What follows belongs to an exercise in optimizing a design on an open flow for small area; a production flow would make more cautious choices. Function was checked by simulation only, so behaviour that the tests miss may differ from the original. No activity file was given, so power comes from the tool's default toggle rates.

--- design/flow/flow/run.sh ---
#!/bin/bash
set -euo pipefail
export BUFFER_PORTS_ARGS="-buffer_cell sky130_fd_sc_hd__buf_1"
export CTS_ARGS="-sink_clustering_enable -repair_clock_nets -dont_use_dummy_load -buf_list {sky130_fd_sc_hd__clkbuf_16} -sink_clustering_size 26 -sink_clustering_max_diameter 80"
bash standard.sh finish > flow.log 2>&1
--- design/flow/standard.sh ---
#!/bin/bash
# synth_recipe.tcl (not shown) runs the flow's synth.tcl, then flattens the netlist and writes it again
# the make line also repeats each setting of config.mk as NAME=value (left out here)
make -C /OpenROAD-flow-scripts/flow DESIGN_CONFIG=/design/flow/config.mk WORK_HOME=/design/flow/orfs CLKGATE_MAP_FILE= SYNTH_SCRIPT=/design/flow/synth_recipe.tcl "${@:-finish}"
--- design/flow/config.mk ---
export PLATFORM = sky130hd
export DESIGN_NAME = ppm_core
export DESIGN_NICKNAME = ppm_core
export VERILOG_FILES = /design/flow/design.v
export SDC_FILE = /design/flow/constraint.sdc
export NUM_CORES = 4
export LEC_CHECK = 0
export ABC_AREA = 0
export CAP_MARGIN = 20
export CORE_MARGIN = 2
export CORE_UTILIZATION = 50
export PLACE_DENSITY = 0.65
export SLEW_MARGIN = 20
--- design/flow/constraint.sdc ---
create_clock -name core_clock -period 15.0 [get_ports {clk}]
set_input_delay 3.0000 -clock core_clock [delete_from_list [all_inputs] [get_ports {clk}]]
set_output_delay 3.0000 -clock core_clock [all_outputs]
set_load 0.01 [all_outputs]
--- design/flow/design.v ---
module ppm_core (
    input  wire        clk,
    input  wire        rst,           
    input  wire        op_valid,
    input  wire [63:0] op_word,
    output reg         rsp_valid,
    output reg  [1:0]  rsp_status,
    output wire [31:0] rsp_data,
    output wire [1:0]  mode,          
    output wire [15:0] enc_reload,    
    output wire [31:0] err_count      
);
    localparam [1:0] S_OK = 2'd0, S_NOT_READY = 2'd1, S_OUT_OF_RANGE = 2'd2, S_NONE = 2'd3;
    function [32:0] rca;
        input [31:0] a;
        input [31:0] b;
        input        ci;
        integer i;
        reg c;
        begin
            c = ci;
            for (i = 0; i < 32; i = i + 1) begin
                rca[i] = a[i] ^ b[i] ^ c;
                c = (a[i] & b[i]) | (a[i] & c) | (b[i] & c);
            end
            rca[32] = c;
        end
    endfunction
    function ge;
        input [31:0] x;
        input [31:0] c;
        integer i;
        reg g;
        begin
            g = 1'b1;
            for (i = 0; i < 32; i = i + 1)
                g = c[i] ? (x[i] & g) : (x[i] | g);
            ge = g;
        end
    endfunction
    reg [1:0]   mode_q;
    reg [1:0]   rsel_q;           
    reg [87:0]  bank_a;
    reg [87:0]  bank_b;
    reg         bz_q;             
    reg         neg_q;
    reg [3:0]   cnt_q;
    reg [2:0]   ci_q;
    reg [18:0]  r_q;
    reg [31:0]  lr_q;
    reg [6:0]   si_q;             
    reg [18:0]  w_q;
    reg [6:0]   pc_q;             
    reg [1:0]   noisy_q;
    reg [31:0]  fc_q;             
    reg [31:0]  ec_q;             
    reg         pcv_q;            
    wire [3:0]  op     = op_word[63:60];
    wire        f_ovf  = op_word[59];
    wire        f_cpf  = op_word[58];
    wire [15:0] f_pm1  = op_word[31:16];
    wire [15:0] f_val  = op_word[15:0];
    wire is_dec = mode_q[0];
    wire is_enc = mode_q[1];
    wire is_uni = ~mode_q[0] & ~mode_q[1];
    wire op_lrx   = op_valid &  op[3];
    wire op_evt   = op_valid & ~op[3] & (op[2:0] == 3'd0);
    wire op_init  = op_valid & ~op[3] & (op[2:0] == 3'd1);
    wire op_deini = op_valid & ~op[3] & (op[2:0] == 3'd2);
    wire op_nfa   = op_valid & ~op[3] & (op[2:0] == 3'd3);
    wire op_chw   = op_valid & ~op[3] & (op[2:0] == 3'd4);
    wire op_stage = op_valid & ~op[3] & (op[2:0] == 3'd5);
    wire op_swap  = op_valid & ~op[3] & (op[2:0] == 3'd6);
    wire op_ltx   = op_valid & ~op[3] & (op[2:0] == 3'd7);
    wire [10:0] rd_raw = bank_b[ci_q*11 +: 11];
    wire [32:0] rd_s   = rca({21'd0, rd_raw}, 32'd750, 1'b0);
    wire [11:0] rd_val = rd_s[11:0];
    wire        dev  = op_evt & is_dec & (f_ovf | f_cpf);
    wire [32:0] a_s  = rca({16'd0, f_ovf ? f_pm1 : 16'd0}, {16'd0, f_cpf ? f_val : 16'd0}, f_ovf);
    wire [32:0] s_s  = rca({{13{r_q[18]}}, r_q}, {15'd0, a_s[16:0]}, pcv_q);
    wire        neg  = s_s[19];
    wire [18:0] tpos = neg ? 19'd0 : s_s[18:0];
    wire [17:0] acc_sat = tpos[18] ? 18'h3FFFF : tpos[17:0];
    wire [32:0] x_s     = rca({14'd0, w_q[17:0]}, {13'd0, s_s[18:0]}, 1'b0);
    wire        thr     = w_q[18] | (~neg & (x_s[18] | x_s[19]));
    wire [18:0] ts_n    = neg ? w_q : {thr, x_s[17:0]};
    wire        fc_nz    = |fc_q;
    wire        stale    = thr & fc_nz;
    wire        big      = ge({13'd0, tpos}, 32'd2301);
    wire        term     = big & ~neg_q;
    wire        n_nz     = |si_q;
    wire        n_eq     = si_q == pc_q;
    wire        noisy_hi = noisy_q == 2'd3;
    wire        commit_c = n_eq & ~noisy_hi;
    wire        err_t    = ((pc_q != 7'd0) & ~n_eq) | noisy_hi;
    wire        chan     = ~big & ~neg_q & f_cpf;
    wire        short_p  = chan & ~ge({13'd0, tpos}, 32'd750);
    wire        store_c  = chan & ~short_p;
    wire        d_term   = dev & term & n_nz;           
    wire        d_commit = d_term & commit_c;
    wire        d_ecinc  = dev & ((term & n_nz & ~commit_c & err_t) | short_p);
    wire        d_stale  = dev & stale;
    wire        d_store  = dev & store_c;
    wire [2:0]  s_idx    = (|si_q[6:3]) ? 3'd7 : si_q[2:0];
    wire [10:0] raw7     = bank_a[7*11 +: 11];
    wire [11:0] wsrc     = op_evt ? s_s[11:0]
                         : ~ge({16'd0, f_val}, 32'd850) ? 12'd850
                         :  ge({16'd0, f_val}, 32'd2201) ? 12'd2200 : f_val[11:0];
    wire [32:0] wd_s     = rca({20'd0, wsrc}, ~32'd750, 1'b1);
    wire [10:0] wdata    = wd_s[10:0];
    wire [32:0] jd_s     = rca({21'd0, wdata}, ~{21'd0, raw7}, 1'b1);
    wire [11:0] jd       = jd_s[11:0];
    wire        jit      = jd[11] ? ~ge({20'd0, jd}, 32'hDA9) : ge({20'd0, jd}, 32'd600);    
    wire        noisy_inc = (|si_q[6:3]) & jit;
    wire [32:0] fc_inc   = rca(fc_q, 32'd0, 1'b1);
    wire [32:0] ec_inc   = rca(ec_q, 32'd0, 1'b1);
    wire        eev      = op_evt & is_enc & f_ovf;
    wire [11:0] w        = bz_q ? 12'd850 : rd_val;
    wire [32:0] bs_s     = rca({17'd0, r_q[14:0]}, ~{20'd0, w}, 1'b1);
    wire [14:0] bsub     = bs_s[14:0];
    wire        bgt      = ~bs_s[15] & (|bs_s[14:0]);
    wire [3:0]  ci_inc   = {1'b0, ci_q} + 4'd1;
    wire        chw_ok   = is_dec & (op_word[7:3] == 5'd0) & ({1'b0, op_word[2:0]} < cnt_q);
    wire        stage_ok = is_enc & (op_word[23:19] == 5'd0);
    wire        fc_new   = fc_q != lr_q;
    wire [2:0]  wa_idx   = op_evt ? s_idx : op_word[18:16];
    wire        wa_en    = d_store | (op_stage & stage_ok);
    wire        b_copy   = d_commit | (op_swap & is_enc);
    integer k;
    always @(posedge clk) begin
        for (k = 0; k < 8; k = k + 1) begin
            if ((wa_en & (wa_idx == k)) | op_init)
                bank_a[k*11 +: 11] <= wdata;
        end
        if (b_copy)
            bank_b <= bank_a;
    end
    always @(posedge clk) begin
        if (rst) begin
            mode_q    <= 2'd0;
            rsp_valid <= 1'b0;
        end else begin
            rsp_valid <= op_valid;
            if (op_init)
                mode_q <= op_word[1:0];
            else if (op_deini)
                mode_q <= 2'd0;
        end
    end
    always @(posedge clk) begin
        rsp_status <= S_OK;
        rsel_q     <= 2'd0;
        if (op_ltx)
            rsp_status <= S_NONE;
        if (op_lrx)
            rsel_q <= 2'd3;
        if (op_nfa | op_chw | op_stage | op_swap) begin
            if (is_uni)
                rsp_status <= S_NOT_READY;
            else if ((op_nfa | op_chw) ? is_enc : is_dec)
                rsp_status <= S_OUT_OF_RANGE;
            else if (op_chw & ~chw_ok)
                rsp_status <= S_OUT_OF_RANGE;
            else if (op_stage & ~stage_ok)
                rsp_status <= S_OUT_OF_RANGE;
        end
        if (op_nfa & is_dec & fc_new)
            rsel_q <= 2'd1;
        if (op_chw & chw_ok & ~bz_q)
            rsel_q <= 2'd2;
    end
    always @(posedge clk) begin
        if (b_copy)
            bz_q <= 1'b0;
        else if (op_init | d_stale)
            bz_q <= 1'b1;
    end
    always @(posedge clk) begin
        if (op_init) begin
            neg_q    <= 1'b1;
            cnt_q    <= 4'd0;
            r_q      <= op_word[1] ? 19'd20000 : 19'd0;
            lr_q     <= op_word[1] ? 32'd20000 : 32'd0;
            w_q      <= 19'd62144;
            pc_q     <= 7'd0;
            fc_q     <= 32'd0;
            ec_q     <= 32'd0;
            pcv_q    <= 1'b0;
        end else begin
            if (op_nfa & is_dec)
                lr_q <= fc_q;
            if (op_chw & is_dec)
                ci_q <= op_word[2:0];
            if (dev) begin
                pcv_q <= f_cpf;
                if (f_cpf) begin
                    r_q <= {3'b111, ~f_val};
                    w_q <= d_commit ? 19'd62144 : ts_n;
                end else if (d_commit) begin
                    r_q <= 19'd4096;
                    w_q <= 19'd58048;
                end else begin
                    r_q <= {1'b0, acc_sat};
                    w_q[18] <= thr;
                end
                if (stale)
                    fc_q <= {31'd0, d_term};
                else if (d_term & ~fc_inc[32])
                    fc_q <= fc_inc[31:0];
                if (stale)
                    ec_q <= {31'd0, d_ecinc};
                else if (d_ecinc & ~ec_inc[32])
                    ec_q <= ec_inc[31:0];
                if (big) begin
                    neg_q   <= 1'b0;
                    si_q    <= 7'd0;
                    noisy_q <= 2'd0;
                    if (term & n_nz)
                        pc_q <= si_q;
                    if (d_commit)
                        cnt_q <= ge({25'd0, si_q}, 32'd9) ? 4'd8 : si_q[3:0];
                end else if (short_p) begin
                    neg_q <= 1'b1;
                end else if (store_c) begin
                    if (~(&si_q))
                        si_q <= si_q + 7'd1;
                    if (noisy_inc & ~noisy_hi)
                        noisy_q <= noisy_q + 2'd1;
                end
            end
            if (op_swap & is_enc)
                cnt_q <= (op_word[7:3] != 5'd0) ? 4'd8 : {1'b0, op_word[2:0]};
            if (eev) begin
                if (neg_q) begin
                    lr_q[14:0] <= ge({17'd0, r_q[14:0]}, 32'd2302) ? r_q[14:0] : 15'd2301;
                    r_q        <= 19'd20000;
                    if (cnt_q != 4'd0) begin
                        neg_q <= 1'b0;
                        ci_q  <= 3'd0;
                    end
                end else begin
                    lr_q[14:0] <= {3'd0, w};
                    r_q        <= {4'b0, bgt ? bsub : 15'd0};
                    ci_q       <= ci_inc[2:0];
                    if (ci_inc >= cnt_q)
                        neg_q <= 1'b1;
                end
            end
        end
    end
    assign mode       = mode_q;
    assign enc_reload = {1'b0, lr_q[14:0]};
    assign err_count  = ec_q;
    assign rsp_data   = ({32{rsel_q == 2'd1}} & fc_q)
                      | ({32{rsel_q == 2'd2}} & {20'd0, rd_val})
                      | {31'd0, rsel_q == 2'd3};
endmodule
==> impl_metrics.csv, run 1 <==
group,metric,value,unit
placement,dp_hpwl,31.5,mm
synth,yosysTopAreaCell,"edfxtp_1",
setup_path,crit_path_frequent_cell,"fa_1",
placement,numPortBuffers,124,
floorplan,dieArea,37000,um^2
setup_path,cp_slowest_stage_delay,0.60,ns
setup_path,worst-setup-path-type,"in2reg",
floorplan,start_util,50.3,%
routing,drc,0,
routing,wl_per_cell,21.1,um
timing,worst_pin_slew,1.01,ns
clock_network,clk_path_buf_depth,3,
floorplan,die_h,192,um
timing,setup_tns,0,ns
floorplan,ios,152,
final_layout,fillCellCount,3007,
synth,synth-edff-count,239,
setup_path,cp.arrival,13.69,ns
job,drv_cap,0,
worst_hold_path,hp-class,"reg2reg",
final_layout,num_antenna_cells,0,
clock_network,cts_setup_buffers,0,
global_routing,track_usage,23.4,%
timing,fmax,74.4,MHz
power,totalPowerFinal,1.91,mW
power,power_leakage,7.26,nW
routing,num_vias,11700,
floorplan,std_cell_rows,69,
final_layout,regArea,9260,um^2
final_layout,syn_to_final_growth,7.59,%
clock_network,cts_resized,0,
placement,gp_congestion,0.918,
global_routing,grt_max_degree,64,
clock_network,cts_hold_buf,0,
setup_path,crit_buf_inv,3,
synth,synth_top_area_share,40.4,%
clock_network,path_clk_slew,0.10,ns
timing,finalHoldViolCount,0,
synth,ys_ff_latch,343,
synth,syn-cell-area,17800,um^2
setup_path,cp_slowest_cell,"o21ai_1",
final_layout,multiInputGateArea,7660,um^2
synth,ys.flop_type,"edfxtp_1",
clock_network,cts-htree-levels,1,
clock_network,cts.sinks,343,
setup_path,required,15.25,ns
clock_network,cts_tree,"built",
clock_network,worstSkewPairLatency,0.54,ns
setup_path,cp_max_fo,9,
synth,yosys_warnings,1,
synth,seq_area_frac_synth,52.1,%
synth,synthArstFlopShare,0,%
floorplan,core,35300,um^2
synth,synthesis.nets,1692,
routing,drt-initial-drc-count,926,
timing,period_needed,13.44,ns
synth,yosysUniqueCellTypes,87,
global_routing,grt_first_pass_wirelength,65.4,mm
power,p_per_area,99.8,nW/um^2
timing,finalCritPeriodShare,89.6,%
floorplan,die_w,192,um
power,peakVddDrop,0.0000933,V
global_routing,antenna_found_initial,2,
timing,finalClockSkew,0.0744,ns
setup_path,startpoint_type,"input port",
timing,report.final.slew_viol_count,0,
outcome,status,"timing/DRC/antenna clean",
global_routing,grt_pass1_vias,11200,
routing,drtAntennaViolNets,0,
setup_path,critPathTopFamily,"adder cells",
timing,rsz0062_at_grt,"no",
final_layout,drive_gt1_share,7.20,%
synth,syn_area_per_cell,12.2,um^2
global_routing,grt_remaining_overflow,0,
synth,syn_inst,1456,
clock_network,root_buffer,"clkbuf_16",
routing,wl,42.3,mm
final_layout,nNetsFinal,1780,
timing,setup_viol,0,
synth,yosys-top-cells-area,"edfxtp_1 40%, dfxtp_1 12%, fa_1 7.9%",
timing,hold_ws,0.419,ns
clock_network,cts_buffers,21,
routing,firstDrtPassIters,5,
routing,via_per_inst,5.84,
timing,relSlewSlack,32.6,%
setup_path,critPathCaptureType,"flip-flop",
## synth_stat cells, drive strengths merged (6+ instances only)
library cell / instances
ha: 99
clkbuf: 41
fa: 70
a31oi: 8
dfxtp: 104
a22o: 49
nand2: 127
edfxtp: 239
buf: 46
o22a: 6
a21o: 8
nor4: 24
o22ai: 7
o21ai: 81
o221ai: 6
a22oi: 12
xnor2: 9
a21oi: 56
nor3: 23
mux4: 22
nor2: 47
and2: 47
mux2i: 11
inv: 101
nand3: 51
or2: 12
nand4: 9
xor2: 39
or3: 7
o31ai: 8
nor2b: 9
## cell usage in the layout, fill, tap and decap left out, types with 9 or more instances in the layout
| master | count |
|---|---|
| nand3_1 | 51 |
| edfxtp_1 | 239 |
| mux4_2 | 22 |
| nor2_1 | 45 |
| fa_1 | 70 |
| nor3_1 | 21 |
| nor4_1 | 22 |
| ha_1 | 99 |
| mux2i_1 | 11 |
| nand2_1 | 127 |
| dfxtp_1 | 104 |
| and2_1 | 47 |
| or2_2 | 10 |
| xnor2_1 | 9 |
| clkbuf_16 | 21 |
| xor2_1 | 39 |
| buf_1 | 124 |
| inv_1 | 100 |
| a21oi_1 | 56 |
| o21ai_0 | 71 |
| a22o_1 | 49 |
| o21ai_1 | 10 |
| a22oi_1 | 12 |
| nor2b_1 | 9 |
| buf_4 | 26 |
## cells by family after synthesis
logic type                 count (synthesis)  synth area share (%)
muxes                                     36                  3.60
adders and majority gates                169                  14.9
AOI/OAI and AO/OA                        284                  10.9
buffers and inverters                    190                  4.79
other                                      1                0.0211
xor gates and xnor gates                  48                  2.37
and+or+nand+nor                          385                  11.3
DFF                                      343                  52.1
## report_power, final
group	internal, mW	switching [mW]	total [mW]
logic	0.130	0.195	0.325
registers	1.02	0.0203	1.04
clock network	0.249	0.292	0.541
total	1.40	0.507	1.91
## flip-flops by register name, indices dropped and copies added, names as in the netlist, 2 cells and up
name,count
bank_b,88
lr_q,32
pc_q,7
w_q,19
si_q,7
cnt_q,4
fc_q,32
rsel_q,2
r_q,19
ci_q,3
ec_q,32
mode_q,2
noisy_q,2
rsp_status,2
bank_a,88
## layer usage
layer | vias up | track usage [%] | share of wire, % | routed length, um
met2 | 428 | 36.9 | 46 | 19300
met1 | 5762 | 33.9 | 45 | 18900
li1 | 5438 | - | - | -
met3 | 71 | 3.53 | 6.8 | 2890
met5 | - | 0 | 0.031 | 13
met4 | 2 | 6.19 | 2.8 | 1180
## cell type report
| type | count | area share (%) |
|---|---|---|
| clock buffers | 21 | 2.75 |
| inverters | 103 | 2.02 |
| multi-input cells | 923 | 40.1 |
| flip-flops and latches | 343 | 48.5 |
| well taps | 461 | 3.02 |
| repair buffers | 152 | 3.62 |
## metrics by stage
| stage | std cells | instance area (um^2) | utilization, % | worst slack (ns) |
|---|---|---|---|---|
| floorplan | 1456 | 17800 | - | 0.793 |
| global placement | 1980 | 18500 | 52.5 | 1.28 |
| detailed placement | 1980 | 18500 | 52.5 | 1.15 |
| CTS | 2001 | 19100 | 54.0 | 1.70 |
| global route | 2003 | 19100 | 54.1 | 1.33 |
| finish | 2003 | 19100 | 54.1 | 1.56 |
## worst paths after layout
path,startpoint,endpoint,slack (ns),cells after the start
worst min-delay path,bank_a[64],bank_b[64],0.42,0
worst min register to register,bank_a[64],bank_b[64],0.42,0
worst max register to register,r_q[0],bank_a[75],4.36,29
worst max-delay path,op_word[58],bank_a[75],1.56,30
==> inputs of run 2 (changes only) <==
==> design/flow/flow/run.sh (replaced) <==
#!/bin/bash
# Layout: the standard flow (standard.sh, with its synthesis unchanged),
# with two settings passed to ORFS:
#  - port buffers use the smallest buffer cell (every port still gets one);
#  - CTS builds the tree from clkbuf_8 with clusters of at most 14 sinks and
#    no dummy loads.
# Each ORFS step writes its full log under orfs/logs/; make's output is in
# flow.log.
set -euo pipefail
export BUFFER_PORTS_ARGS="-buffer_cell sky130_fd_sc_hd__buf_1"
export CTS_ARGS="-sink_clustering_enable -repair_clock_nets -dont_use_dummy_load -buf_list {sky130_fd_sc_hd__clkbuf_8} -sink_clustering_size 14 -sink_clustering_max_diameter 60"
bash standard.sh finish > flow.log 2>&1
==> impl_metrics.csv, run 2 <==
group,metric,value,unit
routing,wl_per_cell,21.1,um
final_layout,fillCellCount,3022,
routing,dr_wl_met2,19.2,mm
timing,report.final.slew_viol_count,0,
timing,setup_tns,0,ns
clock_network,root_buffer,"clkbuf_8",
final_layout,syn_to_final_growth,7.27,%
setup_path,cp.arrival,13.66,ns
global_routing,grt_max_degree,64,
routing,wl,42.5,mm
routing,routed.top_layer,"met5",
synth,synth_top_family_by_area,"adder cells",
power,power_leakage,7.25,nW
setup_path,worst_r2r_path_depth,29,
final_layout,reg_top3,"bank_a: 88 flops, bank_b: 88 flops",
timing,finalHoldViolCount,0,
clock_network,cts_setup_buffers,0,
synth,yosysUniqueCellTypes,87,
setup_path,required,15.26,ns
setup_path,crit_path_frequent_cell,"fa_1",
clock_network,cts_tree,"built",
setup_path,cp_slowest_stage_delay,0.60,ns
synth,syn_inst,1456,
final_layout,final_common_cell,"edfxtp_1",
synth,synthSimpleGateAreaFrac,11.3,%
timing,rsz0062_at_grt,"no",
synth,yosysTopAreaCell,"edfxtp_1",
setup_path,critPathCaptureType,"flip-flop",
floorplan,start_util,50.3,%
global_routing,grt_pass1_vias,11300,
floorplan,std_cell_rows,69,
synth,synthArstFlopShare,0,%
clock_network,cts-htree-levels,2,
floorplan,core,35300,um^2
routing,drc,0,
outcome,status,"timing/DRC/antenna clean",
setup_path,cp_slowest_cell,"o21ai_1",
synth,synth_top_area_share,40.4,%
job,drv_cap,0,
timing,worst_pin_slew,1.00,ns
synth,synthXorXnorAreaFrac,2.37,%
setup_path,rr_startpoint,"r_q[0]",
clock_network,path_clk_slew,0.09,ns
synth,yosys_warnings,1,
final_layout,finalNonFillerCells,2016,
placement,dp_hpwl,31.5,mm
synth,synth_common_cells,"239 x edfxtp_1, 127 x nand2_1, 104 x dfxtp_1",
setup_path,worst-setup-path-type,"in2reg",
floorplan,dieArea,37000,um^2
global_routing,grt_remaining_overflow,0,
synth,synth-edff-count,239,
routing,drtAntennaViolNets,0,
floorplan,die_h,192,um
routing,routedLengthMet1,18.8,mm
routing,num_vias,11700,
routing,drt-initial-drc-count,897,
clock_network,cts_buffers,34,
clock_network,cts.sinks,343,
synth,synthMuxAreaShare,3.60,%
global_routing,track_usage,23.7,%
routing,firstDrtPassIters,5,
synth,synth_compound_area_share,10.9,%
synth,yosys-top-cells-area,"edfxtp_1 40%, dfxtp_1 12%, fa_1 7.9%",
setup_path,startpoint_type,"input port",
synth,ys_ff_latch,343,
global_routing,antenna_found_initial,2,
synth,syn-cell-area,17800,um^2
synth,syn_area_per_cell,12.2,um^2
setup_path,cp_max_fo,9,
power,p_per_area,98.0,nW/um^2
floorplan,die_w,192,um
synth,synthAdderAreaFrac,14.9,%
final_layout,mostFrequentLayoutCells,"239 x edfxtp_1, 127 x nand2_1, 124 x buf_1",
synth,synthesis.nets,1692,
worst_hold_path,hp-class,"reg2reg",
final_layout,nNetsFinal,1793,
power,totalPowerFinal,1.87,mW
timing,relSlewSlack,32.9,%
synth,seq_area_frac_synth,52.1,%
final_layout,num_antenna_cells,0,
timing,period_needed,13.40,ns
clock_network,clk_path_buf_depth,3,
synth,yosysMostFrequentCell,"edfxtp_1",
placement,placed_cells,1980,
timing,fmax,74.6,MHz
setup_path,regToRegSetupSlack,4.36,ns
routing,wl_met3,3.02,mm
floorplan,ios,152,
synth,ys.flop_type,"edfxtp_1",
timing,finalClockSkew,0.0758,ns
final_layout,drive_gt1_share,7.97,%
routing,via_per_inst,5.79,
setup_path,critPathCapture,"bank_a[75]",
timing,finalCritPeriodShare,89.3,%
worst_hold_path,whs_path_depth,0,
placement,gp_congestion,0.918,
clock_network,cts_resized,0,
placement,numPortBuffers,124,
setup_path,timing.rr.end,"bank_a[75]",
timing,setup_viol,0,
clock_network,cts_hold_buf,0,
timing,hold_ws,0.416,ns
global_routing,grt_first_pass_wirelength,65.9,mm
clock_network,worstSkewPairLatency,0.57,ns
power,peakVddDrop,0.0000690,V
setup_path,startpoint,"op_word[58]",
-- run 2: cell counts after synthesis --
Identical to the previous run, type by type.
-- run 2: how the worst min path moves through the flow --
stage | from | end | slack [ns]
after global placement | bank_a[69] | bank_b[69] | 0.40
final | bank_a[75] | bank_b[75] | 0.42
after global routing | bank_a[53] | bank_b[53] | 0.40
after detailed placement | bank_a[21] | bank_b[21] | 0.40
after CTS | bank_a[53] | bank_b[53] | 0.41
after floorplan | bank_a[0] | bank_b[0] | 0.40
-- run 2: final cells by class --
type                       count  area, um^2  share of cell area, %
sequential                   343        9260                   48.6
multi-input combinational    923        7660                   40.2
timing repair buffer         152         692                   3.63
tap                          461         577                   3.03
clock buffer                  34         468                   2.46
inverter                     103         387                   2.03
-- run 2: report_power, final --
group	internal [mW]	switching, mW
clock	0.203	0.299
combinational	0.130	0.195
sequential	1.02	0.0199
total	1.35	0.514
-- run 2: metal layers --
| metal | global-route usage [%] | vias up |
|---|---|---|
| li1 | - | 5459 |
| met1 | 33.7 | 5692 |
| met2 | 37.1 | 424 |
| met3 | 4.04 | 88 |
| met4 | 7.60 | 2 |
| met5 | 0 | - |
-- run 2: worst max-delay path, delay by kind of cell --
family	cells	cell delay, ns
AOI/OAI and AO/OA	5	1.58
adders and majority gates	19	7.47
buffers and inverters	3	0.65
and+or+nand+nor	3	0.94
-- run 2: kinds of logic (layout without fill, tap and decap cells) --
logic type | count (synthesis) | in the layout
compound gates | 284 | 284
buf+inv | 190 | 289
simple gates | 385 | 385
xor+xnor | 48 | 48
fa+ha+maj | 169 | 169
mux | 36 | 36
flops | 343 | 343
other cells | 1 | 1
-- run 2: stage by stage --
stage / area (um^2) / setup slack [ns] / util [%]
final: 19000 / 1.60 / 53.9
after global routing: 19000 / 1.35 / 53.9
after CTS: 19000 / 1.72 / 53.8
after detailed placement: 18500 / 1.15 / 52.5
after floorplan: 17800 / 0.793 / -
after global placement: 18500 / 1.28 / 52.5
==> inputs of run 3 (changes only) <==
--- a/design/flow/design.v
+++ b/design/flow/design.v
@@ -82,3 +82,2 @@
     wire [18:0] tpos = neg ? 19'd0 : s_s[18:0];
-    wire [17:0] acc_sat = tpos[18] ? 18'h3FFFF : tpos[17:0];
     wire [32:0] x_s     = rca({14'd0, w_q[17:0]}, {13'd0, s_s[18:0]}, 1'b0);
@@ -202,3 +201,3 @@
                 end else begin
-                    r_q <= {1'b0, acc_sat};
+                    r_q <= tpos[18] ? 19'd4096 : {1'b0, tpos[17:0]};
                     w_q[18] <= thr;
--- a/design/flow/config.mk
+++ b/design/flow/config.mk
@@ -11,2 +11,3 @@
 export CORE_UTILIZATION = 50
+export GPL_TIMING_DRIVEN = 0
 export PLACE_DENSITY = 0.65
==> impl_metrics.csv, run 3 <==
group,metric,value,unit
outcome,status,"timing/DRC/antenna clean",
timing,setup_viol,0,
synth,syn-cell-area,17600,um^2
setup_path,required,15.25,ns
final_layout,mostFrequentLayoutCells,"239 x edfxtp_1, 125 x buf_1, 104 x dfxtp_1",
synth,seq_area_frac_synth,52.7,%
setup_path,cp_slowest_stage_delay,0.51,ns
placement,dp_hpwl,33.8,mm
placement,gp_congestion,0.938,
global_routing,track_usage,24.8,%
power,p_per_area,99.2,nW/um^2
global_routing,grt_max_degree,29,
global_routing,grt_first_pass_wirelength,68.2,mm
setup_path,crit_path_frequent_cell,"fa_1",
clock_network,clk_path_buf_depth,3,
power,peakVddDrop,0.0000780,V
timing,finalCritPeriodShare,95.9,%
routing,drc,0,
final_layout,reg_top3,"bank_a: 88 flops, bank_b: 88 flops",
floorplan,std_cell_rows,68,
routing,num_vias,11700,
final_layout,final_area,19300,um^2
floorplan,dieArea,36700,um^2
floorplan,core,34500,um^2
timing,finalClockSkew,0.0745,ns
global_routing,grt_remaining_overflow,0,
synth,yosys-top-cells-area,"edfxtp_1 41%, dfxtp_1 12%, fa_1 8.0%",
floorplan,start_util,50.9,%
synth,yosys_warnings,1,
setup_path,cp_slowest_cell,"clkbuf_1",
placement,dpl_cell_area,18800,um^2
setup_path,rr_startpoint,"r_q[0]",
final_layout,drive_gt1_share,9.59,%
synth,synthArstFlopShare,0,%
synth,synth_top_area_share,40.8,%
setup_path,startpoint_type,"input port",
global_routing,antenna_found_initial,1,
routing,drtAntennaViolNets,0,
power,p_int,1.38,mW
synth,synth_common_cells,"239 x edfxtp_1, 104 x dfxtp_1, 99 x ha_1, 99 x inv_1, 79 x a22o_1",
timing,worst_pin_slew,1.02,ns
timing,period_needed,14.39,ns
timing,finalHoldViolCount,0,
power,p_sw,539,uW
final_layout,multiInputGateArea,7570,um^2
power,totalPowerFinal,1.92,mW
clock_network,root_buffer,"clkbuf_8",
routing,drt-initial-drc-count,965,
power,switching_share,28.1,%
final_layout,utilization,55.9,%
clock_network,cts.sinks,343,
floorplan,die_h,192,um
synth,yosysTopAreaCell,"edfxtp_1",
setup_path,worst_r2r_path_depth,30,
floorplan,die_w,192,um
routing,via_per_inst,5.86,
floorplan,ios,152,
placement,numPortBuffers,121,
setup_path,cp_max_fo,10,
timing,rsz0062_at_grt,"no",
final_layout,fillCellCount,2972,
synth,syn_inst,1375,
final_layout,nNetsFinal,1781,
power,clkPwrFrac,26.5,%
synth,yosysUniqueCellTypes,84,
routing,wl,44.7,mm
power,power_leakage,7.82,nW
final_layout,final_common_cell,"edfxtp_1",
routing,wl_per_cell,22.4,um
placement,placed_cells,1963,
clock_network,cts_buffers,35,
synth,synthesis.nets,1611,
clock_network,cts-htree-levels,2,
synth,syn_area_per_cell,12.8,um^2
clock_network,cts_hold_buf,0,
final_layout,syn_to_final_growth,9.94,%
worst_hold_path,worstHoldStart,"bank_a[53]",
final_layout,regArea,9260,um^2
timing,relSlewSlack,31.2,%
final_layout,finalNonFillerCells,2000,
timing,setup_tns,0,ns
setup_path,cp.arrival,14.64,ns
timing,report.final.slew_viol_count,0,
global_routing,grt_pass1_vias,11800,
job,drv_cap,0,
synth,ys_ff_latch,343,
timing,fmax,69.5,MHz
routing,firstDrtPassIters,6,
clock_network,path_clk_slew,0.09,ns
synth,ys.flop_type,"edfxtp_1",
setup_path,critPathCaptureType,"flip-flop",
synth,synth-edff-count,239,
worst_hold_path,hp-class,"reg2reg",
clock_network,cts_setup_buffers,0,
power,p_seq_share,53.5,%
power,power_frac_comb,20.0,%
setup_path,worst-setup-path-type,"in2reg",
setup_path,startpoint,"op_word[58]",
worst_hold_path,whs_path_depth,0,
clock_network,worstSkewPairLatency,0.57,ns
clock_network,cts_tree,"built",
synth,yosysMostFrequentCell,"edfxtp_1",
-- run 3: repair_timing --
item                       in CTS  in global routing
hold endpoints to repair        0                  0
setup endpoints to repair       0                 11
gates resized for setup         0                  1
-- run 3: worst paths after layout --
kind | to | slack (ns)
max | bank_a[66] | 0.61
min | bank_b[53] | 0.37
max reg2reg | bank_a[66] | 4.33
min reg2reg | bank_b[53] | 0.37
-- run 3: cells by family after synthesis --
kind of cell	Yosys count	synth area share, %
flip-flops	343	52.7
XOR/XNOR	48	2.39
adder cells (fa/ha/maj)	169	15.0
AO/OA/AOI/OAI	261	11.2
other	1	0.0213
AND/OR/NAND/NOR	333	10.3
buffers and inverters	179	4.53
multiplexers	41	3.92
-- run 3: layout make-up --
| class | instances | share of cell area, % |
|---|---|---|
| tap | 455 | 2.95 |
| sequential | 343 | 47.9 |
| inverter | 100 | 1.94 |
| antenna | 2 | 0.0259 |
| clock buffer | 35 | 2.49 |
| buffer | 79 | 2.18 |
| timing repair buffer | 133 | 3.36 |
| multi-input combinational | 853 | 39.1 |
-- run 3: critical path: cells and delay by family --
| family | cells | cell delay [ns] |
|---|---|---|
| AO/OA/AOI/OAI | 4 | 1.32 |
| adder cells (fa/ha/maj) | 19 | 7.36 |
| buffers and inverters | 7 | 2.33 |
| AND/OR/NAND/NOR | 2 | 0.59 |
-- run 3: power by group through the flow --
| stage | Clock (mW) | Combinational (mW) | Sequential, mW |
|---|---|---|---|
| 3_3_place_gp | 0 | 0.369 | 1.05 |
| 3_5_place_dp | 0 | 0.375 | 1.05 |
| 5_1_grt | 0.556 | 0.422 | 1.03 |
| 4_1_cts | 0.521 | 0.379 | 1.03 |
| 2_1_floorplan | 0 | 0.247 | 1.05 |
| 6_report | 0.508 | 0.383 | 1.03 |
-- run 3: routing by layer --
layer  routed length, um  vias up  GRT usage, %
met1               18800     5833          33.1
li1                    -     5349             -
met4                 973        0          7.34
met3                3400       70          4.92
met5                   0        -             0
met2               21600      473          41.1
-- run 3: through the flow --
step	hold WS, ns	setup WS, ns
final	0.373	0.613
after global routing	0.381	0.220
after CTS	0.362	0.556
after detailed placement	0.405	0.0880
after global placement	0.400	-1.71
after floorplan	0.400	0.889
==> inputs of run 4 (changes only) <==
--- a/design/flow/config.mk
+++ b/design/flow/config.mk
@@ -10,5 +10,4 @@
 export CORE_MARGIN = 2
-export CORE_UTILIZATION = 50
-export GPL_TIMING_DRIVEN = 0
-export PLACE_DENSITY = 0.65
+export CORE_UTILIZATION = 60
+export PLACE_DENSITY = 0.72
 export SLEW_MARGIN = 20
==> impl_metrics.csv, run 4 <==
group,metric,value,unit
synth,synth_compound_area_share,11.2,%
final_layout,mostFrequentLayoutCells,"239 x edfxtp_1, 124 x buf_1, 104 x dfxtp_1",
timing,setup_tns,0,ns
floorplan,die_w,175,um
power,power_leakage,7.60,nW
timing,worst_slack,1.51,ns
timing,period_needed,13.49,ns
routing,drt-initial-drc-count,1009,
clock_network,clk_path_buf_depth,3,
timing,rsz0062_at_grt,"no",
setup_path,regToRegSetupSlack,4.43,ns
synth,synthAdderAreaFrac,15.0,%
power,peakVddDrop,0.0000892,V
floorplan,std_cell_rows,62,
power,totalPowerFinal,1.87,mW
outcome,status,"timing/DRC/antenna clean",
floorplan,ios,152,
timing,relSlewSlack,30.7,%
final_layout,nNetsFinal,1716,
clock_network,cts.sinks,343,
global_routing,track_usage,27.1,%
routing,drc,0,
synth,synthXorXnorAreaFrac,2.39,%
timing,worst_pin_slew,1.03,ns
clock_network,cts_resized,0,
timing,report.final.slew_viol_count,0,
clock_network,root_buffer,"clkbuf_8",
timing,setup_viol,0,
global_routing,grt_pass1_vias,11300,
global_routing,grt_remaining_overflow,0,
synth,synth_top_area_share,40.8,%
synth,synthMuxAreaShare,3.92,%
setup_path,cp_slowest_cell,"o21ai_1",
setup_path,cp_max_fo,13,
final_layout,drive_gt1_share,7.71,%
placement,dp_hpwl,29.7,mm
final_layout,num_antenna_cells,0,
synth,seq_area_frac_synth,52.7,%
global_routing,grt_max_degree,89,
clock_network,cts_setup_buffers,0,
setup_path,cp.arrival,13.74,ns
synth,yosysUniqueCellTypes,84,
synth,synthSimpleGateAreaFrac,10.3,%
timing,fmax,74.1,MHz
setup_path,critPathCaptureType,"flip-flop",
clock_network,cts_tree,"built",
setup_path,crit_path_frequent_cell,"fa_1",
routing,via_per_inst,6.17,
synth,yosysMostFrequentCell,"edfxtp_1",
synth,synthesis.nets,1611,
clock_network,worstSkewPairLatency,0.63,ns
setup_path,worst-setup-path-type,"in2reg",
routing,firstDrtPassIters,6,
clock_network,cts_buffers,31,
routing,wl,41.0,mm
timing,finalHoldViolCount,0,
setup_path,cp_slowest_stage_delay,0.87,ns
final_layout,final_common_cell,"edfxtp_1",
floorplan,start_util,61.1,%
job,drv_cap,0,
global_routing,antenna_found_initial,0,
floorplan,core,28800,um^2
synth,yosys-top-cells-area,"edfxtp_1 41%, dfxtp_1 12%, fa_1 8.0%",
placement,place_ws,1.05,ns
synth,synthArstFlopShare,0,%
global_routing,grt_first_pass_wirelength,64.1,mm
synth,yosysTopAreaCell,"edfxtp_1",
clock_network,cts_hold_buf,0,
routing,drtAntennaViolNets,0,
floorplan,die_h,175,um
routing,wl_per_cell,22.0,um
clock_network,cts-htree-levels,1,
synth,yosys_warnings,1,
floorplan,dieArea,30700,um^2
timing,finalCritPeriodShare,90.0,%
clock_network,path_clk_slew,0.09,ns
setup_path,required,15.25,ns
worst_hold_path,hp-class,"reg2reg",
synth,synth_common_cells,"239 x edfxtp_1, 104 x dfxtp_1, 99 x ha_1, 99 x inv_1, 79 x a22o_1",
synth,syn_area_per_cell,12.8,um^2
power,p_per_area,99.8,nW/um^2
synth,ys_ff_latch,343,
final_layout,syn_to_final_growth,6.79,%
timing,finalClockSkew,0.0937,ns
placement,gp_congestion,0.918,
timing,hold_ws,0.417,ns
final_layout,reg_top3,"bank_a: 88 flops, bank_b: 88 flops",
synth,ys.flop_type,"edfxtp_1",
setup_path,startpoint_type,"input port",
synth,syn_inst,1375,
synth,syn-cell-area,17600,um^2
placement,numPortBuffers,124,
synth,synth-edff-count,239,
synth,synth_top_family_by_area,"adder cells",
routing,num_vias,11500,
run 4: area by class of cell:
cell class / count / area [um^2]
fill: 2209 / 10000
sequential: 343 / 9260
multi-input combinational: 853 / 7540
timing repair buffer: 151 / 688
tap: 384 / 480
clock buffer: 31 / 427
inverter: 100 / 375
run 4: per-layer routing:
layer	up-vias	track usage (%)	share of wire, %
met5	-	0	0
met4	0	9.72	4.1
met3	113	3.85	7.0
met2	474	44.7	48
met1	5686	37.0	41
li1	5213	-	-
run 4: kinds of logic after synthesis:
| group | Yosys count |
|---|---|
| AOI/OAI and AO/OA | 261 |
| xor gates and xnor gates | 48 |
| adders and majority gates | 169 |
| buffers and inverters | 179 |
| DFF | 343 |
| muxes | 41 |
| other | 1 |
| and+or+nand+nor | 333 |
run 4: critical path: cells and delay by family:
kind,cells,cell delay (ns)
fa+ha+maj,19,7.35
compound gates,4,1.74
simple gates,3,0.85
buf+inv,3,0.79
run 4: worst paths after layout:
path              cells after the start          to   startpoint
setup / recovery                     29  bank_a[79]  op_word[59]
hold / removal                        0  bank_b[55]   bank_a[55]
setup reg to reg                     29  bank_a[79]       r_q[0]
hold reg to reg                       0  bank_b[55]   bank_a[55]
run 4: power breakdown:
group          total [mW]  internal (mW)  switching (mW)
combinational       0.377          0.150           0.227
sequential           1.03           1.02         0.00949
clock               0.468          0.183           0.285
total                1.87           1.35           0.522
run 4: metrics by stage:
stage | std cells | cell area (um^2) | utilization (%)
after floorplan | 1375 | 17600 | -
after global placement | 1830 | 18300 | 63.7
after detailed placement | 1830 | 18300 | 63.7
after CTS | 1861 | 18800 | 65.2
after global routing | 1862 | 18800 | 65.2
final | 1862 | 18800 | 65.2
==> inputs of run 5 (changes only) <==
==> design/flow/flow/run.sh (replaced) <==
#!/bin/bash
set -euo pipefail
export BUFFER_PORTS_ARGS="-buffer_cell sky130_fd_sc_hd__buf_1"
export CTS_ARGS="-sink_clustering_enable -repair_clock_nets -dont_use_dummy_load -buf_list {sky130_fd_sc_hd__clkbuf_4} -sink_clustering_size 9 -sink_clustering_max_diameter 50"
bash standard.sh finish > flow.log 2>&1
==> impl_metrics.csv, run 5 <==
group,metric,value,unit
floorplan,start_util,61.1,%
clock_network,cts_hold_buf,0,
timing,report.final.slew_viol_count,0,
placement,gp_congestion,0.918,
setup_path,critPathTopFamily,"adder cells",
setup_path,worst-setup-path-type,"in2reg",
synth,yosysUniqueCellTypes,84,
synth,yosysTopAreaCell,"edfxtp_1",
global_routing,grt_remaining_overflow,0,
synth,ys_ff_latch,343,
clock_network,root_buffer,"clkbuf_4",
synth,syn_area_per_cell,12.8,um^2
floorplan,die_h,175,um
routing,wl,41.2,mm
outcome,status,"timing/DRC/antenna clean",
setup_path,crit_path_frequent_cell,"fa_1",
power,peakVddDrop,0.0000735,V
final_layout,drive_gt1_share,8.70,%
final_layout,nNetsFinal,1732,
clock_network,cts-htree-levels,2,
floorplan,die_w,175,um
floorplan,core,28800,um^2
placement,numPortBuffers,124,
setup_path,critPathCaptureType,"flip-flop",
routing,drt-initial-drc-count,1080,
clock_network,worstSkewPairLatency,0.67,ns
setup_path,cp_max_fo,13,
setup_path,cp.arrival,13.74,ns
clock_network,cts.sinks,343,
synth,synth_top_area_share,40.8,%
floorplan,std_cell_rows,62,
worst_hold_path,hp-class,"reg2reg",
global_routing,grt-busiest-layer,"met2",
routing,firstDrtPassIters,6,
final_layout,final_common_cell,"edfxtp_1",
clock_network,path_clk_slew,0.10,ns
setup_path,startpoint_type,"input port",
timing,hold_ws,0.363,ns
global_routing,track_usage,27.3,%
final_layout,mostFrequentLayoutCells,"239 x edfxtp_1, 124 x buf_1, 104 x dfxtp_1",
synth,synthesis.nets,1611,
timing,finalCritPeriodShare,89.7,%
clock_network,cts_resized,0,
routing,wl_per_cell,21.9,um
clock_network,cts_buffers,47,
placement,dp_hpwl,29.7,mm
clock_network,cts_tree,"built",
power,power_leakage,7.60,nW
setup_path,cp_slowest_stage_delay,0.85,ns
clock_network,cts_setup_buffers,0,
timing,setup_tns,0,ns
synth,yosys_warnings,1,
routing,drc,0,
global_routing,antenna_found_initial,1,
timing,fmax,74.3,MHz
synth,yosys-top-cells-area,"edfxtp_1 41%, dfxtp_1 12%, fa_1 8.0%",
global_routing,grt_util_met1,37.3,%
timing,finalHoldViolCount,0,
setup_path,crit_buf_inv,3,
timing,rsz0062_at_grt,"no",
routing,num_vias,11600,
global_routing,gr-usage-met3,4.31,%
timing,finalClockSkew,0.0683,ns
synth,syn-cell-area,17600,um^2
floorplan,dieArea,30700,um^2
synth,seq_area_frac_synth,52.7,%
global_routing,grt_first_pass_wirelength,64.3,mm
setup_path,cp_slowest_cell,"o21ai_1",
global_routing,use_met2,44.4,%
synth,synth_common_cells,"239 x edfxtp_1, 104 x dfxtp_1, 99 x ha_1, 99 x inv_1, 79 x a22o_1",
timing,setup_viol,0,
routing,drtAntennaViolNets,0,
clock_network,clk_path_buf_depth,3,
setup_path,required,15.29,ns
timing,worst_pin_slew,1.01,ns
synth,syn_inst,1375,
global_routing,grt_max_degree,89,
floorplan,ios,152,
routing,via_per_inst,6.17,
synth,synth-edff-count,239,
synth,synthArstFlopShare,0,%
final_layout,reg_top3,"bank_a: 88 flops, bank_b: 88 flops",
final_layout,syn_to_final_growth,6.38,%
timing,relSlewSlack,32.1,%
synth,yosysMostFrequentCell,"edfxtp_1",
timing,period_needed,13.45,ns
global_routing,grt_pass1_vias,11400,
synth,ys.flop_type,"edfxtp_1",
power,p_per_area,98.4,nW/um^2
job,drv_cap,0,
-- run 5: cell count changes in the layout (fill, tap and decap cells not counted), sizes merged --
cell / before / now
clkbuf: 31 / 47
diode: 0 / 1
-- run 5: layer usage --
layer  routed length [um]  vias up
met5                    0        -
met4                 1560        0
met3                 3160      109
met2                19700      526
met1                16700     5698
li1                     -     5264
-- run 5: final timing paths --
| check | startpoint | endpoint | slack, ns | cells past startpoint |
|---|---|---|---|---|
| hold reg to reg | bank_a[15] | bank_b[15] | 0.36 | 0 |
| setup reg to reg | r_q[0] | bank_a[85] | 4.34 | 29 |
| setup / recovery | op_word[59] | bank_a[85] | 1.55 | 29 |
| hold / removal | bank_a[15] | bank_b[15] | 0.36 | 0 |
-- run 5: metrics by stage --
| stage | cell area (um^2) | util [%] | worst slack (ns) | std cells | power (mW) |
|---|---|---|---|---|---|
| 2_1_floorplan | 17600 | - | 0.889 | 1375 | 1.29 |
| 3_3_place_gp | 18300 | 63.7 | 1.15 | 1830 | 1.41 |
| 3_5_place_dp | 18300 | 63.7 | 1.05 | 1830 | 1.42 |
| 4_1_cts | 18700 | 64.9 | 1.68 | 1877 | 1.85 |
| 5_1_grt | 18700 | 65.0 | 1.19 | 1879 | 1.92 |
| 6_report | 18700 | 65.0 | 1.55 | 1879 | 1.84 |
-- run 5: cells by family after synthesis --
kind of cell	share of synthesized area (%)
buffers and inverters	4.53
AND/OR/NAND/NOR	10.3
adder cells (fa/ha/maj)	15.0
AO/OA/AOI/OAI	11.2
multiplexers	3.92
XOR/XNOR	2.39
other	0.0213
flip-flops	52.7
-- run 5: cell type report --
type | count | area (um^2)
Inverter | 100 | 375
Fill cell | 2243 | 10100
Tap cell | 384 | 480
Antenna cell | 1 | 2.50
Timing Repair Buffer | 151 | 688
Clock buffer | 47 | 353
Multi-Input combinational cell | 853 | 7540
Sequential cell | 343 | 9260
-- run 5: where the power goes --
group          internal [mW]  switching [mW]
combinational          0.151           0.227
clock                  0.144           0.291
sequential              1.02         0.00947
total                   1.31           0.528
==> inputs of run 6 (changes only) <==
==> design/flow/flow/run.sh (replaced) <==
#!/bin/bash
set -euo pipefail
export BUFFER_PORTS_ARGS="-buffer_cell sky130_fd_sc_hd__buf_1"
export CTS_ARGS="-sink_clustering_enable -repair_clock_nets -dont_use_dummy_load -buf_list {sky130_fd_sc_hd__clkbuf_8} -sink_clustering_size 17 -sink_clustering_max_diameter 60"
bash standard.sh finish > flow.log 2>&1
==> impl_metrics.csv, run 6 <==
group,metric,value,unit
setup_path,crit_path_frequent_cell,"fa_1",
routing,num_vias,11500,
job,drv_cap,0,
floorplan,dieArea,30700,um^2
final_layout,reg_top3,"bank_a: 88 flops, bank_b: 88 flops",
global_routing,track_usage,27.1,%
synth,ys.flop_type,"edfxtp_1",
setup_path,cp_max_fo,13,
clock_network,cts_tree,"built",
clock_network,cts_setup_buffers,0,
global_routing,grt_first_pass_wirelength,64.1,mm
synth,yosys-top-cells-area,"edfxtp_1 41%, dfxtp_1 12%, fa_1 8.0%",
final_layout,syn_to_final_growth,6.73,%
synth,yosysUniqueCellTypes,84,
clock_network,clk_path_buf_depth,3,
setup_path,cp.arrival,13.75,ns
timing,fmax,74.2,MHz
synth,syn_area_per_cell,12.8,um^2
floorplan,die_h,175,um
timing,setup_tns,0,ns
final_layout,drive_gt1_share,7.65,%
synth,syn-cell-area,17600,um^2
timing,finalCritPeriodShare,89.9,%
clock_network,cts_resized,0,
floorplan,start_util,61.1,%
final_layout,nNetsFinal,1715,
synth,ys_ff_latch,343,
timing,finalClockSkew,0.120,ns
placement,dp_hpwl,29.7,mm
setup_path,required,15.27,ns
setup_path,critPathCaptureType,"flip-flop",
global_routing,antenna_found_initial,0,
synth,yosys_warnings,1,
global_routing,grt_remaining_overflow,0,
synth,synthArstFlopShare,0,%
placement,dpl_cell_area,18300,um^2
synth,synth-edff-count,239,
power,totalPowerFinal,1.87,mW
worst_hold_path,hp-class,"reg2reg",
timing,relSlewSlack,31.6,%
power,power_leakage,7.60,nW
floorplan,die_w,175,um
clock_network,cts_buffers,30,
final_layout,final_area,18800,um^2
timing,period_needed,13.48,ns
clock_network,cts_hold_buf,0,
routing,drt-initial-drc-count,1094,
timing,finalHoldViolCount,0,
routing,drtAntennaViolNets,0,
synth,yosysMostFrequentCell,"edfxtp_1",
outcome,status,"timing/DRC/antenna clean",
timing,report.final.slew_viol_count,0,
routing,via_per_inst,6.17,
clock_network,cts.sinks,343,
synth,synth_top_area_share,40.8,%
clock_network,root_buffer,"clkbuf_8",
clock_network,path_clk_slew,0.10,ns
placement,gp_congestion,0.918,
setup_path,cp_slowest_stage_delay,0.86,ns
routing,wl,40.9,mm
timing,setup_viol,0,
clock_network,cts-htree-levels,1,
power,p_per_area,99.5,nW/um^2
timing,rsz0062_at_grt,"no",
power,peakVddDrop,0.000103,V
floorplan,ios,152,
global_routing,grt_max_degree,89,
synth,synthesis.nets,1611,
global_routing,grt_pass1_vias,11300,
clock_network,worstSkewPairLatency,0.64,ns
timing,hold_ws,0.357,ns
setup_path,worst-setup-path-type,"in2reg",
routing,wl_per_cell,22.0,um
floorplan,core,28800,um^2
synth,yosysTopAreaCell,"edfxtp_1",
synth,seq_area_frac_synth,52.7,%
routing,firstDrtPassIters,5,
setup_path,startpoint_type,"input port",
setup_path,cp_slowest_cell,"o21ai_1",
routing,drc,0,
placement,numPortBuffers,124,
final_layout,utilization,65.2,%
final_layout,mostFrequentLayoutCells,"239 x edfxtp_1, 124 x buf_1, 104 x dfxtp_1",
synth,syn_inst,1375,
timing,worst_pin_slew,1.02,ns
synth,synth_common_cells,"239 x edfxtp_1, 104 x dfxtp_1, 99 x ha_1, 99 x inv_1, 79 x a22o_1",
floorplan,std_cell_rows,62,
final_layout,final_common_cell,"edfxtp_1",
-- run 6: cell type report --
class                      instances  area [um^2]
multi-input combinational        853         7540
clock buffer                      30          413
sequential                       343         9260
tap                              384          480
timing repair buffer             151          688
fill                            2213        10000
inverter                         100          375
antenna                            1         2.50
-- run 6: power breakdown --
group | total (mW) | internal, mW | switching (mW)
Sequential | 1.03 | 1.02 | 0.00948
Combinational | 0.377 | 0.150 | 0.226
Clock | 0.461 | 0.177 | 0.284
-- run 6: cells by family after synthesis --
group                    count (synthesis)  share of synthesized area, %
multiplexers                            41                          3.92
XOR/XNOR                                48                          2.39
buffers and inverters                  179                          4.53
AO/OA/AOI/OAI                          261                          11.2
AND/OR/NAND/NOR                        333                          10.3
other                                    1                        0.0213
flip-flops                             343                          52.7
adder cells (fa/ha/maj)                169                          15.0
-- run 6: layer usage --
| metal | GRT usage (%) | share of wire [%] | routed length [um] |
|---|---|---|---|
| met5 | 0 | 0 | 0 |
| met2 | 44.5 | 48 | 19600 |
| met3 | 3.68 | 7.4 | 3020 |
| met1 | 37.3 | 41 | 16600 |
| met4 | 9.76 | 4.0 | 1640 |
-- run 6: critical path, delay by kind of cell --
kind	cells	cell delay, ns
simple gates	3	0.85
fa+ha+maj	19	7.35
compound gates	4	1.75
buf+inv	3	0.79
-- run 6: per-stage QoR --
stage	setup WS (ns)	cells
finish	1.52	1862
global route	1.17	1861
CTS	1.68	1860
detailed placement	1.05	1830
global placement	1.15	1830
floorplan	0.889	1375
-- run 6: final timing paths --
kind          startpoint         end  slack [ns]  cells past startpoint
max          op_word[59]  bank_a[81]        1.52                     29
min           bank_a[59]  bank_b[59]        0.36                      0
max reg2reg       r_q[0]  bank_a[81]        4.38                     29
min reg2reg   bank_a[59]  bank_b[59]        0.36                      0
==> inputs of run 7 (changes only) <==
==> design/flow/flow/run.sh (replaced) <==
#!/bin/bash
# Layout: the standard flow (standard.sh, with its synthesis unchanged),
# with two settings passed to ORFS:
#  - port buffers use the smallest buffer cell (every port still gets one);
#  - CTS builds the tree from clkbuf_4 with clusters of at most 9 sinks and
#    no dummy loads.
# Each ORFS step writes its full log under orfs/logs/; make's output is in
# flow.log.
set -euo pipefail
export BUFFER_PORTS_ARGS="-buffer_cell sky130_fd_sc_hd__buf_1"
export CTS_ARGS="-sink_clustering_enable -repair_clock_nets -dont_use_dummy_load -buf_list {sky130_fd_sc_hd__clkbuf_4} -sink_clustering_size 9 -sink_clustering_max_diameter 50"
bash standard.sh finish > flow.log 2>&1
--- a/design/flow/config.mk
+++ b/design/flow/config.mk
@@ -8,3 +8,3 @@
 export ABC_AREA = 0
-export CAP_MARGIN = 20
+export CAP_MARGIN = 0
 export CORE_MARGIN = 2
@@ -12,2 +12,2 @@
 export PLACE_DENSITY = 0.72
-export SLEW_MARGIN = 20
+export SLEW_MARGIN = 0
==> impl_metrics.csv, run 7 <==
group,metric,value,unit
outcome,status,"timing/DRC/antenna clean",
synth,yosys_warnings,1,
routing,num_vias,11600,
setup_path,cp.arrival,13.73,ns
clock_network,cts_setup_buffers,0,
clock_network,cts_tree,"built",
clock_network,cts_buffers,47,
synth,synthArstFlopShare,0,%
timing,relSlewSlack,24.1,%
synth,synth_top_area_share,40.8,%
floorplan,core,28800,um^2
global_routing,grt_pass1_vias,11400,
routing,firstDrtPassIters,6,
floorplan,start_util,61.1,%
timing,period_needed,13.45,ns
routing,drtAntennaViolNets,0,
worst_hold_path,hold_end,"bank_b[15]",
worst_hold_path,hp-class,"reg2reg",
setup_path,timing.rr.end,"bank_a[85]",
setup_path,startpoint_type,"input port",
synth,synth-edff-count,239,
final_layout,syn_to_final_growth,6.30,%
synth,seq_area_frac_synth,52.7,%
synth,yosysUniqueCellTypes,84,
routing,wl,41.2,mm
clock_network,cts_resized,0,
synth,syn_inst,1375,
setup_path,worst_r2r_path_depth,29,
setup_path,cp_max_fo,13,
synth,syn_area_per_cell,12.8,um^2
synth,ys.flop_type,"edfxtp_1",
worst_hold_path,whs_path_depth,0,
power,p_per_area,98.4,nW/um^2
floorplan,die_h,175,um
final_layout,final_area,18700,um^2
timing,finalHoldViolCount,0,
power,clkPwrFrac,23.6,%
final_layout,nNetsFinal,1731,
power,p_seq_share,55.9,%
power,switching_share,28.6,%
clock_network,path_clk_slew,0.10,ns
final_layout,final_common_cell,"edfxtp_1",
power,p_sw,526,uW
synth,ys_ff_latch,343,
clock_network,worstSkewPairLatency,0.67,ns
placement,dp_hpwl,29.7,mm
routing,wl_per_cell,21.9,um
clock_network,clk_path_buf_depth,3,
power,p_int,1.31,mW
synth,synth_common_cells,"239 x edfxtp_1, 104 x dfxtp_1, 99 x ha_1, 99 x inv_1, 79 x a22o_1",
synth,yosysMostFrequentCell,"edfxtp_1",
global_routing,antenna_found_initial,1,
floorplan,std_cell_rows,62,
timing,report.final.slew_viol_count,0,
floorplan,die_w,175,um
clock_network,cts-htree-levels,2,
synth,yosys-top-cells-area,"edfxtp_1 41%, dfxtp_1 12%, fa_1 8.0%",
timing,worst_pin_slew,1.13,ns
synth,yosysTopAreaCell,"edfxtp_1",
synth,synthesis.nets,1611,
power,power_leakage,7.59,nW
routing,via_per_inst,6.15,
global_routing,track_usage,27.3,%
setup_path,critPathCaptureType,"flip-flop",
setup_path,regToRegSetupSlack,4.35,ns
timing,finalCritPeriodShare,89.6,%
timing,rsz0062_at_grt,"no",
setup_path,cp_slowest_cell,"o21ai_1",
global_routing,grt_first_pass_wirelength,64.3,mm
final_layout,fillCellCount,2245,
timing,fmax,74.4,MHz
clock_network,root_buffer,"clkbuf_4",
power,power_frac_comb,20.5,%
synth,syn-cell-area,17600,um^2
floorplan,ios,152,
setup_path,cp_slowest_stage_delay,0.85,ns
final_layout,mostFrequentLayoutCells,"239 x edfxtp_1, 124 x buf_1, 104 x dfxtp_1",
timing,setup_tns,0,ns
clock_network,cts.sinks,343,
routing,drc,0,
placement,dpl_cell_area,18300,um^2
clock_network,cts_hold_buf,0,
worst_hold_path,worstHoldStart,"bank_a[15]",
global_routing,grt_remaining_overflow,0,
placement,numPortBuffers,124,
final_layout,reg_top3,"bank_a: 88 flops, bank_b: 88 flops",
setup_path,required,15.29,ns
floorplan,dieArea,30700,um^2
job,drv_cap,0,
final_layout,drive_gt1_share,8.64,%
placement,gp_congestion,0.918,
setup_path,crit_path_frequent_cell,"fa_1",
timing,setup_viol,0,
global_routing,grt_max_degree,89,
setup_path,worst-setup-path-type,"in2reg",
routing,drt-initial-drc-count,1117,
timing,finalClockSkew,0.0672,ns
setup_path,rr_startpoint,"r_q[0]",
power,peakVddDrop,0.0000735,V
## run 7: layout make-up
cell class	instances	area [um^2]	area share, %
Sequential cell	343	9260	49.5
Tap cell	384	480	2.57
Timing Repair Buffer	150	673	3.60
Inverter	100	375	2.01
Antenna cell	1	2.50	0.0134
Multi-Input combinational cell	853	7540	40.4
Clock buffer	47	353	1.89
## run 7: kinds of logic (layout without fill, tap and decap cells)
logic type | after synthesis | in the layout | synth area share (%)
AOI/OAI and AO/OA | 261 | 261 | 11.2
DFF | 343 | 343 | 52.7
and+or+nand+nor | 333 | 333 | 10.3
adders and majority gates | 169 | 169 | 15.0
other | 1 | 2 | 0.0213
muxes | 41 | 41 | 3.92
buffers and inverters | 179 | 297 | 4.53
xor gates and xnor gates | 48 | 48 | 2.39
## run 7: worst max path at each step
stage                            from          to  slack (ns)  cells past startpoint
after floorplan           op_word[58]   bank_b[0]        0.89                     25
after global routing      op_word[59]  bank_a[85]        1.19                     29
after CTS                 op_word[59]  bank_a[84]        1.68                     29
after global placement    op_word[59]  bank_a[79]        1.15                     29
after detailed placement  op_word[59]  bank_a[80]        1.05                     31
final                     op_word[59]  bank_a[85]        1.55                     29
## run 7: metrics by stage
step                      instances  setup WS, ns  utilization, %  power, mW  hold WS [ns]
after floorplan                1375         0.889               -       1.29         0.400
after global placement         1830          1.15            63.7       1.41         0.400
after detailed placement       1830          1.05            63.7       1.42         0.405
after CTS                      1877          1.68            64.9       1.85         0.364
after global routing           1878          1.19            64.9       1.92         0.379
final                          1878          1.55            64.9       1.84         0.363
## run 7: routing by layer
metal	part of all wire, %	GRT usage (%)	vias to the layer above
met1	41	37.3	5700
met5	0	0	-
met4	3.9	10.6	0
met2	48	44.4	483
li1	-	-	5255
met3	7.2	4.31	118
## run 7: worst max-delay path, delay by kind of cell
family | cells | cell delay (ns)
fa+ha+maj | 19 | 7.33
compound gates | 4 | 1.72
simple gates | 3 | 0.85
buf+inv | 3 | 0.79
## run 7: power groups by stage
stage / clock, mW / sequential [mW] / combinational [mW]
2_1_floorplan: 0 / 1.05 / 0.247
3_3_place_gp: 0 / 1.05 / 0.361
3_5_place_dp: 0 / 1.05 / 0.368
4_1_cts: 0.447 / 1.03 / 0.371
5_1_grt: 0.485 / 1.03 / 0.410
6_report: 0.434 / 1.03 / 0.377
==> inputs of run 8 (changes only) <==
--- a/design/flow/config.mk
+++ b/design/flow/config.mk
@@ -8,3 +8,3 @@
 export ABC_AREA = 0
-export CAP_MARGIN = 0
+export CAP_MARGIN = 20
 export CORE_MARGIN = 2
@@ -12,2 +12,2 @@
 export PLACE_DENSITY = 0.72
-export SLEW_MARGIN = 0
+export SLEW_MARGIN = 20
==> impl_metrics.csv, run 8 <==
group,metric,value,unit
outcome,status,"timing/DRC/antenna clean",
timing,setup_tns,0,ns
setup_path,cp.arrival,13.74,ns
worst_hold_path,hp-class,"reg2reg",
timing,setup_viol,0,
floorplan,die_h,175,um
power,totalPowerFinal,1.84,mW
global_routing,grt_pass1_vias,11400,
setup_path,critPathCaptureType,"flip-flop",
timing,worst_pin_slew,1.01,ns
setup_path,cp_max_fo,13,
synth,yosysMostFrequentCell,"edfxtp_1",
setup_path,critPathTopFamily,"adder cells",
timing,fmax,74.3,MHz
synth,synth_common_cells,"239 x edfxtp_1, 104 x dfxtp_1, 99 x ha_1, 99 x inv_1, 79 x a22o_1",
clock_network,cts_tree,"built",
floorplan,start_util,61.1,%
routing,drc,0,
floorplan,die_w,175,um
placement,dp_hpwl,29.7,mm
clock_network,cts_resized,0,
timing,relSlewSlack,32.1,%
global_routing,grt_max_degree,89,
clock_network,path_clk_slew,0.10,ns
timing,period_needed,13.45,ns
synth,syn_inst,1375,
routing,drtAntennaViolNets,0,
routing,via_per_inst,6.17,
clock_network,root_buffer,"clkbuf_4",
clock_network,cts_hold_buf,0,
setup_path,required,15.29,ns
global_routing,grt_remaining_overflow,0,
synth,synth_top_area_share,40.8,%
synth,ys_ff_latch,343,
final_layout,utilization,65.0,%
final_layout,syn_to_final_growth,6.38,%
synth,ys.flop_type,"edfxtp_1",
setup_path,startpoint_type,"input port",
global_routing,antenna_found_initial,1,
floorplan,ios,152,
setup_path,cp_slowest_cell,"o21ai_1",
synth,yosys_warnings,1,
clock_network,clk_path_buf_depth,3,
synth,yosys-top-cells-area,"edfxtp_1 41%, dfxtp_1 12%, fa_1 8.0%",
synth,syn-cell-area,17600,um^2
synth,yosysTopAreaCell,"edfxtp_1",
setup_path,cp_slowest_stage_delay,0.85,ns
placement,numPortBuffers,124,
power,peakVddDrop,0.0000735,V
final_layout,nNetsFinal,1732,
timing,finalHoldViolCount,0,
timing,worst_slack,1.55,ns
final_layout,drive_gt1_share,8.70,%
final_layout,final_common_cell,"edfxtp_1",
synth,synthesis.nets,1611,
clock_network,cts_buffers,47,
synth,yosysUniqueCellTypes,84,
timing,finalCritPeriodShare,89.7,%
global_routing,grt_first_pass_wirelength,64.3,mm
routing,drt-initial-drc-count,1080,
setup_path,crit_path_frequent_cell,"fa_1",
floorplan,std_cell_rows,62,
timing,rsz0062_at_grt,"no",
job,drv_cap,0,
floorplan,core,28800,um^2
clock_network,worstSkewPairLatency,0.67,ns
timing,report.final.slew_viol_count,0,
clock_network,cts.sinks,343,
synth,syn_area_per_cell,12.8,um^2
clock_network,cts_setup_buffers,0,
clock_network,cts-htree-levels,2,
setup_path,regToRegSetupSlack,4.34,ns
placement,place_ws,1.05,ns
synth,synthArstFlopShare,0,%
routing,firstDrtPassIters,6,
power,p_per_area,98.4,nW/um^2
floorplan,dieArea,30700,um^2
routing,wl,41.2,mm
synth,synth-edff-count,239,
setup_path,crit_buf_inv,3,
routing,num_vias,11600,
synth,seq_area_frac_synth,52.7,%
placement,gp_congestion,0.918,
setup_path,worst-setup-path-type,"in2reg",
final_layout,reg_top3,"bank_a: 88 flops, bank_b: 88 flops",
routing,wl_per_cell,21.9,um
global_routing,track_usage,27.3,%
power,power_leakage,7.60,nW
timing,finalClockSkew,0.0683,ns
final_layout,mostFrequentLayoutCells,"239 x edfxtp_1, 124 x buf_1, 104 x dfxtp_1",
==> run 8: cell count changes in the layout (fill, tap and decap cells not counted) <==
cell   delta
buf_8     +1
==> run 8: cell families (layout without fill, tap and decap cells) <==
logic type,Yosys count,count (layout),share of synthesized area (%)
and+or+nand+nor,333,333,10.3
muxes,41,41,3.92
DFF,343,343,52.7
buffers and inverters,179,298,4.53
xor gates and xnor gates,48,48,2.39
adders and majority gates,169,169,15.0
other,1,2,0.0213
AOI/OAI and AO/OA,261,261,11.2
==> run 8: routing by layer <==
metal	track usage (%)	wire [um]	up-vias
met3	4.31	3160	109
met1	37.3	16700	5698
met4	10.6	1560	0
met2	44.4	19700	526
li1	-	-	5264
met5	0	0	-
==> run 8: final timing paths <==
| path | start | endpoint | depth (start not counted) |
|---|---|---|---|
| worst max-delay path | op_word[59] | bank_a[85] | 29 |
| worst min-delay path | bank_a[15] | bank_b[15] | 0 |
| worst max register to register | r_q[0] | bank_a[85] | 29 |
| worst min register to register | bank_a[15] | bank_b[15] | 0 |
==> run 8: cell type report <==
cell class                 instances  area, um^2
sequential                       343        9260
tap                              384         480
inverter                         100         375
clock buffer                      47         353
multi-input combinational        853        7540
antenna                            1        2.50
timing repair buffer             151         688
fill                            2243       10100
==> run 8: stage by stage <==
stage / std cells / cell area (um^2) / hold slack (ns)
finish: 1879 / 18700 / 0.363
global route: 1879 / 18700 / 0.379
CTS: 1877 / 18700 / 0.364
detailed placement: 1830 / 18300 / 0.405
global placement: 1830 / 18300 / 0.400
floorplan: 1375 / 17600 / 0.400
==> run 8: where the power goes <==
group	leakage [nW]	internal (mW)	total (mW)	switching, mW
combinational	4.24	0.151	0.378	0.227
sequential	3.14	1.02	1.03	0.00947
clock	0.216	0.144	0.435	0.291

[afterwards: timing with drivers on the ports]
No port has a modelled driver above. Below, the same layouts with a new extraction and two added sets of constraints. Step 1: set_driving_cell puts a clkbuf_16 on clk and a buf_2 on each other input, an assumption about the parent block. Step 2 moves the port delays by t, midway between the first and last clock arrival at a register: inputs arrive t later, outputs are due t later. That takes back most of the time a late clock gives input paths. Slacks: ideal / step 1 / step 2; pairs: ideal / step 1.
run | shift t [ns] | setup WS [ns] | worst slew at a driven data input, ns
run 1 | 0.560 | 1.564 / 1.584 / 1.024 | 0.08
run 2 | 0.580 | 1.601 / 1.599 / 1.019 | 0.09
run 3 | 0.582 | 0.613 / 0.637 / 0.055 | 0.09
run 4 | 0.626 | 1.507 / 1.519 / 0.893 | 0.07
run 5 | 0.686 | 1.549 / 1.561 / 0.875 | 0.06
run 6 | 0.630 | 1.522 / 1.535 / 0.905 | 0.06
run 7 | 0.685 | 1.553 / 1.565 / 0.879 | 0.06
run 8 | 0.686 | 1.549 / 1.561 / 0.875 | 0.06
After both steps every run listed still meets setup and hold.
